What follows belongs to an exercise in optimizing a design on an open flow for small area; a production flow would make more cautious choices. The RTL was checked by simulation tests, not by an equivalence proof against the original design. No activity file was given, so power comes from the tool's default toggle rates.

`flow/flow/run.sh`:
```
#!/bin/bash
set -euo pipefail
export BUFFER_PORTS_ARGS="-buffer_cell sky130_fd_sc_hd__buf_1"
export CTS_ARGS="-sink_clustering_enable -repair_clock_nets -dont_use_dummy_load -sink_clustering_size 11 -sink_clustering_max_diameter 60 -buf_list sky130_fd_sc_hd__clkbuf_4"

bash standard.sh synth > standard_synth.log 2>&1

RES=orfs/results/$FLOW_PLATFORM/ltt/base
PLAT=$FLOW_HOME/platforms/$FLOW_PLATFORM
cp $RES/1_2_yosys.v standard_1_2_yosys.v
export RESYN_NETLIST=$RES/1_2_yosys.v
export RESYN_LIB=$PLAT/lib/sky130_fd_sc_hd__tt_025C_1v80.lib
export RESYN_DONT_USE="$(make -s -C $FLOW_HOME DESIGN_CONFIG=$PWD/config.mk print-DONT_USE_CELLS 2>/dev/null | sed -n 's/^DONT_USE_CELLS: //p')"
echo "dont_use: $RESYN_DONT_USE" > resyn_dont_use.log
[[ -n "$RESYN_DONT_USE" ]]
yosys -c flow/resyn.tcl > resyn.log 2>&1
rm -f $RES/1_synth.odb $RES/1_synth.sdc

bash standard.sh > standard_layout.log 2>&1
```
`flow/flow/resyn.tcl`:
```
# Re-map the combinational logic of the standard synthesis netlist for area,
# keeping every register instance (name, cell type and connections) as it is.
# Several ABC scripts are tried; the netlist with the smallest cell area is
# kept (a result far smaller than ABC's default script is refused).
# Reads and writes $::env(RESYN_NETLIST).
yosys -import
set lib $::env(RESYN_LIB)
set net $::env(RESYN_NETLIST)
set dont_use {}
foreach c $::env(RESYN_DONT_USE) { lappend dont_use -dont_use $c }

read_liberty -ignore_miss_func $lib
# registers stay black boxes, so flatten leaves their instances untouched
setattr -mod -set blackbox 1 sky130_fd_sc_hd__dfxtp_1 sky130_fd_sc_hd__edfxtp_1
read_verilog $net
hierarchy -top $::env(FLOW_TOP)
flatten
opt -full
design -save base

set scripts [list \
  "strash; &get -n; &fraig -x; &put; scorr; dc2; dretime; strash; &get -n; &dch -f; &nf; &put" \
  "strash; dc2; dch -f; amap -F 10 -A 10; topo" \
  "strash; dc2; dch -f; amap -F 20 -A 20; topo" \
  "strash; dc2; dc2; dch -f; amap; topo" \
  "strash; ifraig; dc2; dch -f; amap -F 10 -A 10; topo" \
  "strash; dc2; drw -z; drf -z; dc2; dch -f; amap -F 10 -A 10; topo" \
  "strash; dc2; dch -f; if -a -K 4; mfs2; strash; dc2; dch -f; amap -F 10 -A 10; topo" \
  "strash; dc2; dch -f; if -a -K 3; mfs2; strash; dc2; dch -f; amap -F 10 -A 10; topo" \
  "strash; ifraig; dc2; dch -f; if -a -K 4; mfs2; strash; dc2; dch -f; amap -F 10 -A 10; topo" ]
set best -1
set best_area 0
set i 0
foreach s $scripts {
  design -load base
  set f [open resyn_script_$i.abc w]
  puts $f $s
  close $f
  abc -liberty $lib {*}$dont_use -script resyn_script_$i.abc
  opt_clean -purge
  set a [tee -q -s result.string stat -liberty $lib]
  regexp {Chip area for module '[^']*': ([0-9.]+)} $a -> area
  puts "RESYN script $i area $area"
  # script 0 is ABC's default; a result far below it means logic was lost
  if { $i == 0 } { set ref_area $area }
  if { $area < 0.9 * $ref_area } {
    puts "RESYN script $i rejected"
  } elseif { $best < 0 || $area < $best_area } {
    set best $i
    set best_area $area
    design -save best
  }
  incr i
}
puts "RESYN chosen script $best area $best_area"
design -load best
splitnets
opt_clean -purge
hilomap -singleton -hicell sky130_fd_sc_hd__conb_1 HI -locell sky130_fd_sc_hd__conb_1 LO
insbuf -buf sky130_fd_sc_hd__buf_4 A X
check
tee -o resyn_stat.txt stat -liberty $lib
write_verilog -noattr -nohex -nodec $net
```
`flow/standard.sh`:
```
#!/bin/bash
# synth_recipe.tcl (not shown) runs the flow's synth.tcl, then flattens the netlist and writes it again
# the make line also repeats each setting of config.mk as NAME=value (left out here)
make -C /OpenROAD-flow-scripts/flow DESIGN_CONFIG=/design/flow/config.mk WORK_HOME=/design/flow/orfs CLKGATE_MAP_FILE= SYNTH_SCRIPT=/design/flow/synth_recipe.tcl "${@:-finish}"
```
`flow/config.mk`:
```
export PLATFORM = sky130hd
export DESIGN_NAME = ltt
export DESIGN_NICKNAME = ltt
export VERILOG_FILES = /design/flow/design.v
export SDC_FILE = /design/flow/constraint.sdc
export NUM_CORES = 4
export LEC_CHECK = 0
export ABC_AREA = 1
export CAP_MARGIN = 20
export CORE_MARGIN = 2
export CORE_UTILIZATION = 40
export SLEW_MARGIN = 20
```
`flow/constraint.sdc`:
```
create_clock -name core_clock -period 10.0 [get_ports {clk}]
set_input_delay 2.0000 -clock core_clock [delete_from_list [all_inputs] [get_ports {clk}]]
set_output_delay 2.0000 -clock core_clock [all_outputs]
set_load 0.01 [all_outputs]
```
`flow/design.v`:
```
module ltt_timer (
    input  wire        clk,
    input  wire        rst,
    input  wire        do_cfg,       
    input  wire        do_stop,      
    input  wire        do_clr,       
    input  wire        do_wst,       
    input  wire        do_cb,        
    input  wire        waiting,      
    input  wire [15:0] a,
    input  wire [15:0] b,
    input  wire [2:0]  ps,
    input  wire        m,
    input  wire [7:0]  n,
    output wire        irq,
    output wire        ticks_zero,
    output wire        wait_done
);
    reg [15:0] count;
    reg [15:0] compare;
    reg [2:0]  psel;
    reg        mode;
    reg        run;
    reg        if_flag;
    reg [9:0]  pdiv;
    reg        cb;
    reg [7:0]  ticks;
    wire ge2 = psel[2] | psel[1];
    wire ge3 = psel[2] | (psel[1] & psel[0]);
    wire ge4 = psel[2];
    wire ge5 = psel[2] & psel[0];
    wire cnt_ev = run & (~ge2 | (&pdiv[2:0] & (~ge3 | (&pdiv[5:3] &
                  (~ge4 | (&pdiv[7:6] & (~ge5 | &pdiv[9:8])))))));
    wire at_top = mode ? (count == compare) : &count;
    wire fire   = cnt_ev & at_top;
    wire       tick_inc  = if_flag & cb;
    wire [7:0] ticks_inc = (do_wst ? ~n : ticks) + {7'd0, tick_inc};
    wire       complete  = tick_inc & waiting & (ticks == 8'hFE);
    assign irq        = if_flag;
    assign ticks_zero = (ticks == 8'd0);
    assign wait_done  = complete;
    always @(posedge clk) begin
        pdiv <= do_cfg ? 10'd0 : pdiv + 10'd1;
        if (do_cfg) begin
            count   <= a;
            compare <= b;
            mode    <= m;
            psel    <= ps;
        end else if (cnt_ev) begin
            count <= at_top ? 16'd0 : count + 16'd1;
        end
    end
    always @(posedge clk) begin
        if (rst) begin
            run     <= 1'b0;
            if_flag <= 1'b0;
            cb      <= 1'b0;
            ticks   <= 8'd0;
        end else begin
            if_flag <= fire & ~(do_cfg | do_stop | complete);
            if (do_cfg)
                run <= 1'b1;
            else if (do_stop | complete)
                run <= 1'b0;
            if (do_clr | complete)
                ticks <= 8'd0;
            else if (tick_inc | do_wst)
                ticks <= ticks_inc;
            if (do_cb)
                cb <= 1'b1;
        end
    end
endmodule
module ltt_uart_tx (
    input  wire       clk,
    input  wire       rst,
    input  wire       load,      
    input  wire       wr,        
    input  wire [7:0] data,
    output wire       ready,
    output wire       txd
);
    reg [9:0] sh;
    reg [6:0] baud;
    reg       txd_r;
    wire busy = |sh;
    wire tick = busy & (baud == 7'd92);
    assign ready = ~busy;
    assign txd   = txd_r;
    always @(posedge clk) begin
        baud <= (load | tick) ? 7'd1 : {baud[5:0], baud[6] ^ baud[5]};
        if (rst) begin
            sh    <= 10'd0;
            txd_r <= 1'b1;
        end else begin
            if (load) begin
                sh[9:8] <= 2'b11;
                txd_r   <= 1'b0;
            end else if (tick) begin
                sh[9:8] <= {1'b0, sh[9]};
                txd_r   <= sh[0];
            end
            if (wr)
                sh[7:0] <= data;
            else if (tick)
                sh[7:0] <= sh[8:1];
        end
    end
endmodule
module ltt_uart_rx (
    input  wire       clk,
    input  wire       rst,
    input  wire       rxd,
    output wire       bit_ev,
    output wire       bit_val,
    output reg        valid
);
    reg       s1, s2;
    reg [6:0] baud;
    reg [3:0] st;
    wire tick    = (baud == 7'd92);
    wire idle    = (st == 4'd14);
    wire st_tick = tick & st[3] & st[0];       
    wire sp_tick = tick & st[3] & ~st[1];      
    assign bit_ev  = tick & ~st[3];
    assign bit_val = s2;
    always @(posedge clk) begin
        if (rst) begin
            s1    <= 1'b1;
            s2    <= 1'b1;
            valid <= 1'b0;
            st    <= 4'd14;
        end else begin
            s1    <= rxd;
            s2    <= s1;
            valid <= sp_tick & s2;
            if ((st_tick & s2) | sp_tick)
                st <= 4'd14;
            else if ((idle & ~s2) | st_tick | bit_ev)
                st <= st + 4'd1;
        end
    end
    always @(posedge clk) begin
        if (idle)
            baud <= 7'd104;
        else
            baud <= tick ? 7'd1 : {baud[5:0], baud[6] ^ baud[5]};
    end
endmodule
module ltt_rx_fifo (
    input  wire       clk,
    input  wire       rst,
    input  wire       bit_ev,
    input  wire       bit_val,
    input  wire       push,
    input  wire       pop,
    input  wire       pop_late,
    output wire [7:0] rdata,
    output wire       empty,
    output wire [3:0] hnext,      
    output wire [7:0] rin
);
    reg [7:0] ring [0:8];
    reg [3:0] hc;       
    reg [3:0] tc;       
    reg       pend;     
    reg       sb;       
    wire [3:0] hc_dec = (hc == 4'd0) ? 4'd8 : hc - 4'd1;
    wire [3:0] tc_dec = (tc == 4'd0) ? 4'd8 : tc - 4'd1;
    wire       full    = (tc == hc_dec);
    wire       do_push = push & (~full | pop_late);
    wire       do_pop  = pop | pop_late;
    wire       wr_now  = pend & (tc == 4'd0);
    assign empty = (tc == hc);
    assign hnext = hc_dec;
    assign rin   = wr_now ? {sb, ring[0][7:1]} : ring[0];
    assign rdata = ring[hc];
    integer i;
    always @(posedge clk) begin
        for (i = 0; i < 8; i = i + 1)
            ring[i] <= ring[i+1];
        ring[8] <= rin;
    end
    always @(posedge clk) begin
        if (rst) begin
            hc   <= 4'd0;
            tc   <= 4'd0;
            pend <= 1'b0;
        end else begin
            hc   <= do_pop ? hc : hc_dec;
            tc   <= do_push ? tc : tc_dec;
            pend <= bit_ev | (pend & ~wr_now);
        end
    end
    always @(posedge clk)
        if (bit_ev)
            sb <= bit_val;
endmodule
module ltt (
    input  wire        clk,
    input  wire        rst,
    input  wire        op_valid,
    input  wire [47:0] op_word,
    output reg         op_done,
    output reg         op_err,
    output wire [7:0]  op_res,
    output wire        irq,
    output wire        txd,
    input  wire        rxd
);
    wire [3:0]  opsel = op_word[47:44];
    wire [15:0] f_a   = op_word[43:28];
    wire [15:0] f_b   = op_word[27:12];
    wire [2:0]  f_ps  = op_word[11:9];
    wire        f_m   = op_word[8];
    wire [7:0]  f_n   = op_word[7:0];
    wire        bsel  = f_n[0];
    wire ps_ok  = (f_ps != 3'd0) & ~(f_ps[2] & f_ps[1]);
    reg  busy;
    wire accept = op_valid & ~op_done & ~busy;
    wire is4 = ~opsel[3];
    wire is8 = opsel[3] & ~opsel[1] & ~opsel[0];
    wire is9 = opsel[3] & ~opsel[1] &  opsel[0];
    wire isA = opsel[3] &  opsel[1] & ~opsel[0];
    wire isB = opsel[3] &  opsel[1] &  opsel[0];
    wire ticks_zero, wait_done;
    wire op1 = (opsel == 4'h1);
    wire op2 = (opsel == 4'h2);
    wire op3 = (opsel == 4'h3);
    wire op4 = (opsel == 4'h4);
    wire n_zero   = (f_n == 8'd0);
    wire wait_ok  = op4 & ps_ok & ticks_zero;
    wire t_cfg    = accept & ((op1 & ps_ok) | (wait_ok & ~n_zero));
    wire t_clr    = accept & wait_ok & n_zero;
    wire t_wst    = accept & wait_ok & ~n_zero;
    wire t_stop   = (accept & op3) | t_clr;
    wire t_cb     = accept & op2 & (f_n == 8'h01);
    ltt_timer u_timer (
        .clk        (clk),
        .rst        (rst),
        .do_cfg     (t_cfg),
        .do_stop    (t_stop),
        .do_clr     (t_clr),
        .do_wst     (t_wst),
        .do_cb      (t_cb),
        .waiting    (busy & is4),
        .a          (f_a),
        .b          (f_b),
        .ps         (f_ps),
        .m          (f_m),
        .n          (f_n),
        .irq        (irq),
        .ticks_zero (ticks_zero),
        .wait_done  (wait_done)
    );
    wire       rx_bit_ev;
    wire       rx_bit_val;
    wire       rx_valid;
    ltt_uart_rx u_rx (
        .clk     (clk),
        .rst     (rst),
        .rxd     (rxd),
        .bit_ev  (rx_bit_ev),
        .bit_val (rx_bit_val),
        .valid   (rx_valid)
    );
    reg        pop_late;    
    wire [7:0] q_data;
    wire       q_empty;
    wire [3:0] q_hnext;
    wire [7:0] q_rin;
    wire       q_pop = busy & isB & ~q_empty;
    ltt_rx_fifo u_rxq (
        .clk      (clk),
        .rst      (rst),
        .bit_ev   (rx_bit_ev),
        .bit_val  (rx_bit_val),
        .push     (rx_valid),
        .pop      (q_pop),
        .pop_late (pop_late),
        .rdata    (q_data),
        .empty    (q_empty),
        .hnext    (q_hnext),
        .rin      (q_rin)
    );
    assign op_res = q_data;
    reg [7:0] pbuf [0:8];
    reg [7:0] xbuf [0:8];
    reg [3:0] plen, xlen;    
    reg [3:0] pcc,  xcc;     
    reg [3:0] pnc,  xnc;     
    wire p_copy = (pcc != plen) & (pnc == 4'd0);
    wire x_copy = (xcc != xlen) & (xnc == 4'd0);
    wire [7:0] p_in = p_copy ? q_rin : pbuf[0];
    wire [7:0] x_in = x_copy ? q_rin : xbuf[0];
    wire [3:0] pnc_dec = (pnc == 4'd0) ? 4'd8 : pnc - 4'd1;
    wire [3:0] xnc_dec = (xnc == 4'd0) ? 4'd8 : xnc - 4'd1;
    integer i;
    always @(posedge clk) begin
        for (i = 0; i < 8; i = i + 1) begin
            pbuf[i] <= pbuf[i+1];
            xbuf[i] <= xbuf[i+1];
        end
        pbuf[8] <= p_in;
        xbuf[8] <= x_in;
    end
    wire [3:0] len    = bsel ? xlen : plen;
    wire       len9   = (len == 4'd9);
    wire       q_zero = (q_data == 8'd0);
    wire       rt_acc = accept & (opsel == 4'hB);
    wire       rt_store = q_pop & ~q_zero & ~len9;
    reg  [3:0] rem;    
    reg        cp;     
    wire [3:0] nc_sel  = bsel ? xnc : pnc;
    wire       cc_done = bsel ? (xcc == xlen) : (pcc == plen);
    wire [3:0] rem9    = (rem == 4'd9) ? 4'd0 : rem;
    wire       st_last = (rem == 4'd0);
    wire       st_cap  = busy & isA & cp & cc_done & (nc_sel == rem9);
    wire tx_ready;
    wire tx_load = busy & (is8 | isA) & tx_ready;
    wire tx_wr   = (tx_load & is8) | st_cap;
    wire [7:0] tx_data = is8 ? f_n : (bsel ? x_in : p_in);
    ltt_uart_tx u_tx (
        .clk   (clk),
        .rst   (rst),
        .load  (tx_load),
        .wr    (tx_wr),
        .data  (tx_data),
        .ready (tx_ready),
        .txd   (txd)
    );
    always @(posedge clk) begin
        rem <= accept ? len : rem - {3'd0, st_cap};
        pnc <= (rt_acc & ~bsel) ? q_hnext : (p_copy ? pnc : pnc_dec);
        xnc <= (rt_acc &  bsel) ? q_hnext : (x_copy ? xnc : xnc_dec);
    end
    wire done_busy = is4 ? wait_done :
                     is8 ? tx_ready :
                     is9 ? ~q_empty :
                     isA ? (tx_ready & st_last) :
                           (~q_empty & (q_zero | len9));
    wire op_busy   = opsel[3] & ~opsel[2];       
    wire go_busy   = op_busy | (wait_ok & ~n_zero);
    wire err_idle  = op1 ? ~ps_ok :
                     op2 ? (f_n[7:1] != 7'd0) :
                     op3 ? 1'b0 :
                     op4 ? ~(ps_ok & ticks_zero) : 1'b1;
    always @(posedge clk) begin
        op_err <= busy ? (opsel[1] & opsel[0] & ~q_zero) : err_idle;
        if (rst) begin
            busy     <= 1'b0;
            op_done  <= 1'b0;
            pop_late <= 1'b0;
            cp       <= 1'b0;
            plen     <= 4'd0;
            xlen     <= 4'd0;
            pcc      <= 4'd0;
            xcc      <= 4'd0;
        end else begin
            op_done  <= busy ? done_busy : (accept & ~go_busy);
            busy     <= busy ? ~done_busy : (accept & go_busy);
            pop_late <= busy & is9 & ~q_empty;
            if (tx_load & isA & ~st_last)
                cp <= 1'b1;
            else if (st_cap)
                cp <= 1'b0;
            if (rt_acc & ~bsel) begin
                plen <= 4'd0;
                pcc  <= 4'd0;
            end else begin
                plen <= plen + {3'd0, rt_store & ~bsel};
                pcc  <= pcc + {3'd0, p_copy};
            end
            if (rt_acc & bsel) begin
                xlen <= 4'd0;
                xcc  <= 4'd0;
            end else begin
                xlen <= xlen + {3'd0, rt_store & bsel};
                xcc  <= xcc + {3'd0, x_copy};
            end
        end
    end
endmodule
```
==> summary.txt <==
Drt
  – Post-route ant nets: 0
  – Post-route DRC violation count: 0
  – WL final: 22900 um
  – Avg Vias per Cell: 5.15
  – Routed len/inst: 15.6 um
  – DRT Pass-1 Iters: 5
  – Vias post-DR: 7579
  – DRT iter0 DRCs: 600

Clock tree
  – CTS tree: done
  – Htree depth: 2
  – Clk slew on worst S/H paths: 0.10 ns
  – Total CTS buffers: 38
  – Hold buffer count at CTS: 0
  – CTS Sinks: 348
  – Setup bufs post-CTS: 0
  – CTS resizes: 0
  – Clk buf depth: 3
  – Root buffer cell: clkbuf_4
  – Worst-skew pair later-pin latency: 0.67 ns

Synth
  – Synth Cell Area: 10900 um2
  – Syn nets: 1070
  – Avg Inst Size Synth: 10.7 um2
  – Yosys Warn Count: 8
  – Cells after Synth: 1018

Floorplan
  – Overall die area: 28500 um2
  – Die height: 169 um
  – Top Ports: 64
  – Core Rows: 60
  – Core footprint: 26800 um2
  – Initial Util: 40.6%
  – Die width: 169 um

Power and ir drop
  – Maximum vdd drop: 95.5 uV
  – Total Power: 0.00260 W
  – Pwr dens: 218 nW/um2
  – Leak: 4.26 nW

STA
  – Worst Tran Pin Value: 1.05 ns
  – Hold_ws: 0.299 ns
  – Final setup viols: 0
  – Final Hold Fails: 0
  – Post-Route Skew: 0.0842 ns
  – Fmax: 197 MHz
  – Tmin final: 5.07 ns
  – Relative slew slack: 29.8%
  – Slew Limit Fails: 0
  – Tcrit/Tclk final: 50.7%
  – Setup TNS: 0 ns
  – RSZ-0062 raised after global routing: no
  – Final worst setup slack: 4.93 ns

Finish
  – Share of cells above drive strength 1: 4.26%
  – Commonest non-fill, non-tap cell in the layout: dfxtp_1
  – Most frequent cells in the layout: dfxtp_1 (303), nor2_1 (120), clkinv_1 (111)
  – Post-Layout Cell Count: 1472
  – Area Growth Syn to Fin: 9.46%
  – Number of nets in the layout: 1182
  – Filler instances: 2565

Critical path
  – CP endpoint kind: flop
  – Worst reg2reg setup slack: 6.24 ns
  – Crit-path max FO: 16
  – Worst Path Required: 10.47 ns
  – WP data arrival: 5.54 ns
  – Reg2reg path depth: 18
  – Path type of the worst setup path: in2reg
  – Type of origin of the critical path: input pin

Place
  – Detailed-placement wirelength estimate: 16000 um
  – Dpl ws: 4.36 ns
  – Cell count after placement: 1431
  – RePlAce Congestion: 0.886
  – Port buffer count: 63

Global route
  – GRT overflow: 0
  – Largest net degree at the start of global routing: 48
  – Initial antenna violation count: 4
  – First-pass GRT wire length: 36800 um
  – Total GRT Usage: 16.2%
  – Vias in the first global route: 7132

Worst hold path
  – Hold crit path type: reg2reg
  – Min-Delay Path Depth: 0

Run
  – # Max-Cap Violations: 0

Run status
  – Run status: no timing/DRC/antenna violations
final timing paths:
| kind | end | start |
|---|---|---|
| hold / removal | xbuf[4][2] | xbuf[5][2] |
| setup reg to reg | xlen[3] | u_rxq.hc[1] |
| setup / recovery | u_tx.sh[7] | op_word[0] |
| hold reg to reg | xbuf[4][2] | xbuf[5][2] |
critical path, stage by stage:
cell and delay [ns]:
buf_1 0.52, clkinv_1 0.47, o22ai_1 0.32, a21oi_1 0.11
or4b_1 0.52, or4_1 0.62, nand2_1 0.32, nor2_1 0.11
clkinv_1 0.15, nor2_1 0.05, a2111oi_0 0.35
power by group:
group | switching (W) | leakage, nW | internal (W)
Combinational | 0.000279 | 1.21 | 0.000170
Sequential | 0.0000587 | 2.87 | 0.00150
Clock | 0.000414 | 0.175 | 0.000176
metal layers:
layer  track usage [%]  part of all wire (%)  vias up  routed length, um
li1                  -                     -     3865                  -
met1              21.8                    47     3448              10700
met2              25.5                    44      202              10200
met3              3.53                   5.9       60               1350
met4              5.96                   2.9        4                673
met5                 0                 0.083        -                 19
metrics by stage:
stage	area, um2	utilization, %
6_report	11900	44.4
5_1_grt	11900	44.4
4_1_cts	11900	44.4
3_5_place_dp	11600	43.3
3_3_place_gp	11600	43.3
2_1_floorplan	10900	-
flip-flops by register name, indices dropped and copies added, names as in the netlist, 7 cells and up:
signal / flops
u_rxq.ring: 72
u_tx.sh: 10
u_timer.count: 16
pbuf: 72
u_tx.baud: 7
xbuf: 72
u_rx.baud: 7
u_timer.ticks: 8
u_timer.compare: 16
u_timer.pdiv: 10
cell type report:
type	count	area, um2	share of cell area (%)
Inverter	111	417	3.50
Clock buffer	38	285	2.40
Tap cell	341	427	3.58
Timing Repair Buffer	72	304	2.55
Sequential cell	348	7420	62.3
Antenna cell	3	7.51	0.0631
Multi-Input combinational cell	559	3050	25.6

==> re-timing with driven ports <==
How much do the figures lean on ideal ports? The routed layout below was timed once more, with nothing changed but the port constraints. Step 1, drivers: a clkbuf_16 drives clk and a buf_2 each remaining input, both assumed. Step 2 adds t to the input delays and takes it off the output delays; t is the mean of the earliest and latest rising clock arrival at the registers after step 1. Input paths then give back, and output paths get back, about the clock's delay inside the block. Slacks: no drivers / after step 1 / after step 2; pairs: no drivers / after step 1.
t, ns: 0.667
setup slack, ns: 4.928 / 4.947 / 4.279
worst hold slack (ns): 0.299 / 0.299 / 0.299
worst data-port slew with drivers (ns): 0.07
After both steps setup and hold are still met in this run. For this run, drivers alone change the setup slack by +0.019 ns; drivers and shift together by -0.649 ns.
